This is an optimization exercise on Yosys and OpenROAD, whose aim is small area, a short achievable clock period and few clock cycles per item, not a production implementation.
The RTL was checked by simulation tests, not by an equivalence proof against the original design.
No activity file was given, so power comes from the tool's default toggle rates.

## meshcode_enc
module meshcode_enc (
    input  wire         clk,
    input  wire         rst,
    input  wire         in_valid,
    output wire         in_ready,
    input  wire [63:0]  in_lat,
    input  wire [63:0]  in_long,
    input  wire [2:0]   in_level,
    output wire         out_valid,
    input  wire         out_ready,
    output wire [2:0]   out_err,
    output wire [63:0]  out_place,
    output wire [3:0]   out_len,
    output wire [103:0] out_mesh
);
    reg v1, v2, vo, vs;
    reg rdy, ovq;                        
    wire go  = ~vs;                      
    wire oen = ~vo | out_ready;          
    assign in_ready  = rdy;
    assign out_valid = ovq;
    reg vo_n, vs_n;
    always @(*) begin
        vo_n = vo;
        vs_n = vs;
        if (vs) begin
            if (oen) begin
                vo_n = 1'b1;
                vs_n = 1'b0;
            end
        end else begin
            if (oen) vo_n = v2;
            else     vs_n = v2;
        end
    end
    always @(posedge clk) begin
        if (rst) begin
            v1  <= 1'b0;
            v2  <= 1'b0;
            vo  <= 1'b0;
            vs  <= 1'b0;
            ovq <= 1'b0;
            rdy <= 1'b1;
        end else begin
            if (go) begin
                v1 <= in_valid;
                v2 <= v1;
            end
            vo  <= vo_n;
            vs  <= vs_n;
            ovq <= vo_n;
            rdy <= ~vs_n;
        end
    end
    reg [63:0] lat, lon;
    reg [2:0]  level;
    always @(posedge clk) begin
        if (go) begin
            lat   <= in_lat;
            lon   <= in_long;
            level <= in_level;
        end
    end
    wire lat_big, lon_big;
    mc_ge #(.K(64'h4056800000000001)) u_rlat (.x({1'b0, lat[62:0]}), .ge(lat_big));
    mc_ge #(.K(64'h4066800000000001)) u_rlon (.x({1'b0, lon[62:0]}), .ge(lon_big));
  ...
Size: ~4200 cells after synthesis, ~310 I/O pins.
export LEC_CHECK = 0
export CAP_MARGIN = 20
export CORE_MARGIN = 2
export CORE_UTILIZATION = 30
export CTS_CLUSTER_DIAMETER = 80
export CTS_CLUSTER_SIZE = 30
export PLACE_DENSITY = 0.5
export SLEW_MARGIN = 20
create_clock -name core_clock -period 20.0 [get_ports {clk}]
standard.sh (not shown) runs the stock make flow with config.mk's settings and CLKGATE_MAP_FILE= SYNTH_SCRIPT=/design/flow/synth_recipe.tcl, a recipe that flattens the netlist after the stock synthesis.
==> flow/flow/run.sh <==
#!/bin/bash
set -euo pipefail
bash standard.sh \
  "BUFFER_PORTS_ARGS=-buffer_cell sky130_fd_sc_hd__buf_1" \
  "SETUP_SLACK_MARGIN=14.5" \
  finish > flow_make.log 2>&1
The starting point finished with timing, DRC and antenna clean.
Testbench counts at the start, summed over its fixed seeds: cycles 24,024, items 24,000.
Next try:
==> flow/flow/run.sh (replaced) <==
#!/bin/bash
set -euo pipefail
bash standard.sh \
  "BUFFER_PORTS_ARGS=-buffer_cell sky130_fd_sc_hd__buf_1" \
  "SETUP_SLACK_MARGIN=14.7" \
  finish > flow_make.log 2>&1
--- a/flow/config.mk
+++ b/flow/config.mk
@@ -8,7 +8,7 @@
 export CAP_MARGIN = 20
 export CORE_MARGIN = 2
-export CORE_UTILIZATION = 30
+export CORE_UTILIZATION = 55
 export CTS_CLUSTER_DIAMETER = 80
 export CTS_CLUSTER_SIZE = 30
-export PLACE_DENSITY = 0.5
+export PLACE_DENSITY = 0.65
 export SLEW_MARGIN = 20
=> Final area goes down by about 2.6%; critical path depth is unchanged; total power goes down by 4.5%; wire length goes down by 13%; synthesized cell count stays the same; area after synthesis is unchanged.
Next try:
--- a/flow/config.mk
+++ b/flow/config.mk
@@ -8,7 +8,5 @@
 export CAP_MARGIN = 20
 export CORE_MARGIN = 2
-export CORE_UTILIZATION = 55
-export CTS_CLUSTER_DIAMETER = 80
-export CTS_CLUSTER_SIZE = 30
-export PLACE_DENSITY = 0.65
+export CORE_UTILIZATION = 30
+export PLACE_DENSITY = 0.5
 export SLEW_MARGIN = 20
=>
- The changed run ran to the end with no violations
- maximum frequency goes up slightly
- final cell count goes up by about a fifth
- worst setup slack is better by 35 ps
- area after synthesis stays the same
- die area goes up by well over a third
- sequential share of layout area goes down by 1.3 points
Next try:
==> flow/run.sh (new file) <==
#!/bin/bash
# synth_recipe.tcl (not shown) runs the flow's synth.tcl, then flattens the netlist and writes it again
# the make line also repeats each setting of config.mk as NAME=value (left out here)
make -C /OpenROAD-flow-scripts/flow DESIGN_CONFIG=/design/flow/config.mk WORK_HOME=/design/flow/orfs CLKGATE_MAP_FILE= SYNTH_SCRIPT=/design/flow/synth_recipe.tcl finish
removed: flow/flow/run.sh
removed: flow/standard.sh
What happened: Area after synthesis is unchanged. Die area is unchanged. Setup slack loses 540 ps. Final area is about the same. First-iteration DRC count rose by 0.75%. Routed wire length came out lower by 1.8%. Combinational power shrinks by about 3%.
Next try:
==> flow/flow/run.sh (new file) <==
#!/bin/bash
set -euo pipefail
bash standard.sh \
  "BUFFER_PORTS_ARGS=-buffer_cell sky130_fd_sc_hd__buf_1" \
  "SETUP_SLACK_MARGIN=14.7" \
  finish > flow_make.log 2>&1
==> flow/standard.sh (new file) <==
#!/bin/bash
# synth_recipe.tcl (not shown) runs the flow's synth.tcl, then flattens the netlist and writes it again
# the make line also repeats each setting of config.mk as NAME=value (left out here)
make -C /OpenROAD-flow-scripts/flow DESIGN_CONFIG=/design/flow/config.mk WORK_HOME=/design/flow/orfs CLKGATE_MAP_FILE= SYNTH_SCRIPT=/design/flow/synth_recipe.tcl "${@:-finish}"
--- a/flow/config.mk
+++ b/flow/config.mk
@@ -8,5 +8,5 @@
 export CAP_MARGIN = 20
 export CORE_MARGIN = 2
-export CORE_UTILIZATION = 30
-export PLACE_DENSITY = 0.5
+export CORE_UTILIZATION = 55
+export PLACE_DENSITY = 0.65
 export SLEW_MARGIN = 20
removed: flow/run.sh
Outcome: Worst setup slack gets better by 550 ps; power falls by 3.1%; cell area falls by 3.9%; critical path depth falls by 14; worst hold slack gets worse by 21 ps; first-iteration DRC count rises by 13%.
Next try:
==> flow/flow/run.sh (replaced) <==
#!/bin/bash
set -euo pipefail
bash standard.sh \
  "BUFFER_PORTS_ARGS=-buffer_cell sky130_fd_sc_hd__buf_1" \
  "SETUP_SLACK_MARGIN=14.7" \
  "CTS_ARGS=-sink_clustering_enable -repair_clock_nets -dont_use_dummy_load -sink_clustering_size 30 -sink_clustering_max_diameter 80" \
  finish > flow_make.log 2>&1
--- a/flow/config.mk
+++ b/flow/config.mk
@@ -8,5 +8,5 @@
 export CAP_MARGIN = 20
 export CORE_MARGIN = 2
-export CORE_UTILIZATION = 55
-export PLACE_DENSITY = 0.65
+export CORE_UTILIZATION = 30
+export PLACE_DENSITY = 0.5
 export SLEW_MARGIN = 20
Wire length rises by about 15%.
Clock skew rises by 78 ps.
Global-route usage falls by 9.6 points.
Setup slack gets better by 52 ps.
Worst hold slack gets better by 22 ps.
Sequential power hardly moves.
Cell count rises by 15%.
Die area rises by about 80%.
Register-to-register slack gets worse by 20 ps.
Synthesized area stays the same.
Clock-buffer cell count falls by 23.

========
v6:
meshcode_enc again, from the RTL that the note above started with.
export LEC_CHECK = 0
export CAP_MARGIN = 20
export CORE_MARGIN = 2
export CORE_UTILIZATION = 30
export CTS_CLUSTER_DIAMETER = 80
export CTS_CLUSTER_SIZE = 30
export PLACE_DENSITY = 0.5
export SLEW_MARGIN = 20
create_clock -name core_clock -period 20.0 [get_ports {clk}]
==> flow/flow/run.sh <==
#!/bin/bash
set -euo pipefail
bash standard.sh \
  "BUFFER_PORTS_ARGS=-buffer_cell sky130_fd_sc_hd__buf_1" \
  "SETUP_SLACK_MARGIN=15" \
  finish > flow_make.log 2>&1
Testbench counts of v6, summed over its fixed seeds: cycles 24,024, items 24,000.
[inputs] v7 vs v6
==> flow/flow/run.sh <==
#!/bin/bash
set -euo pipefail
bash standard.sh \
  "BUFFER_PORTS_ARGS=-buffer_cell sky130_fd_sc_hd__buf_1" \
  "SETUP_SLACK_MARGIN=14.8" \
  finish > flow_make.log 2>&1
### Flow results
Per the comparison of v7 with v6, setup slack went down by 0.0031 ns, combinational power went down by about 5%, post-layout instance area now smaller, actual slew at the worst max-slew pin now smaller. Between v7 and v6, the area taken by flip-flops and latches figures differ only marginally. Between v7 and v6, it is v7 whose largest net degree at the start of global routing is lower, by 50%. v7 vs. v6: met3 layer usage reported by global route shows a reduction of 0.29 points; maximum vdd drop saw a decrease.

what the ideal ports hide:
The results above use ideal ports. As a check the final layouts listed here were re-extracted and re-timed, cells and wires unchanged. Step 1 (the two cells are an assumption about what drives the block):
set clk [get_ports {clk}]
set_driving_cell -lib_cell sky130_fd_sc_hd__clkbuf_16 $clk
set_driving_cell -lib_cell sky130_fd_sc_hd__buf_2 [delete_from_list [all_inputs] $clk]
Step 2 adds t to the input delays and takes it off the output delays; t is the mean of the earliest and latest rising clock arrival at the registers after step 1. Input paths then give back, and output paths get back, about the clock's delay inside the block. Slacks: ideal / step 1 / step 2; pairs: ideal / step 1.
| run | shift t [ns] | setup WS [ns] | hold slack, ns | worst register clock-pin slew, ns | worst slew at a driven data input, ns |
|---|---|---|---|---|---|
| the first run of note 1 | 0.709 | 14.614 / 14.539 / 14.182 | 0.426 / 0.426 / 0.426 | 0.11 / 0.11 | 0.13 |
| the second run of note 1 | 0.699 | 14.651 / 14.581 / 14.248 | 0.420 / 0.420 / 0.420 | 0.11 / 0.11 | 0.16 |
| the third run of note 1 | 0.736 | 14.686 / 14.615 / 14.164 | 0.424 / 0.424 / 0.424 | 0.07 / 0.07 | 0.13 |
| the fourth run of note 1 | 0.742 | 14.143 / 14.143 / 13.731 | 0.423 / 0.423 / 0.423 | 0.07 / 0.07 | 0.14 |
| the fifth run of note 1 | 0.681 | 14.688 / 14.621 / 14.226 | 0.402 / 0.402 / 0.402 | 0.07 / 0.07 | 0.15 |
| the sixth run of note 1 | 0.653 | 14.740 / 14.670 / 14.341 | 0.424 / 0.424 / 0.424 | 0.11 / 0.11 | 0.13 |
| v6 | 0.689 | 14.718 / 14.643 / 14.515 | 0.431 / 0.431 / 0.431 | 0.11 / 0.11 | 0.08 |
| v7 | 0.684 | 14.715 / 14.646 / 14.376 | 0.433 / 0.433 / 0.433 | 0.11 / 0.11 | 0.13 |
After both steps setup and hold are still met in every run listed. For the third run of note 1, which loses most, drivers alone change the setup slack by -0.071 ns; drivers and shift together by -0.522 ns.
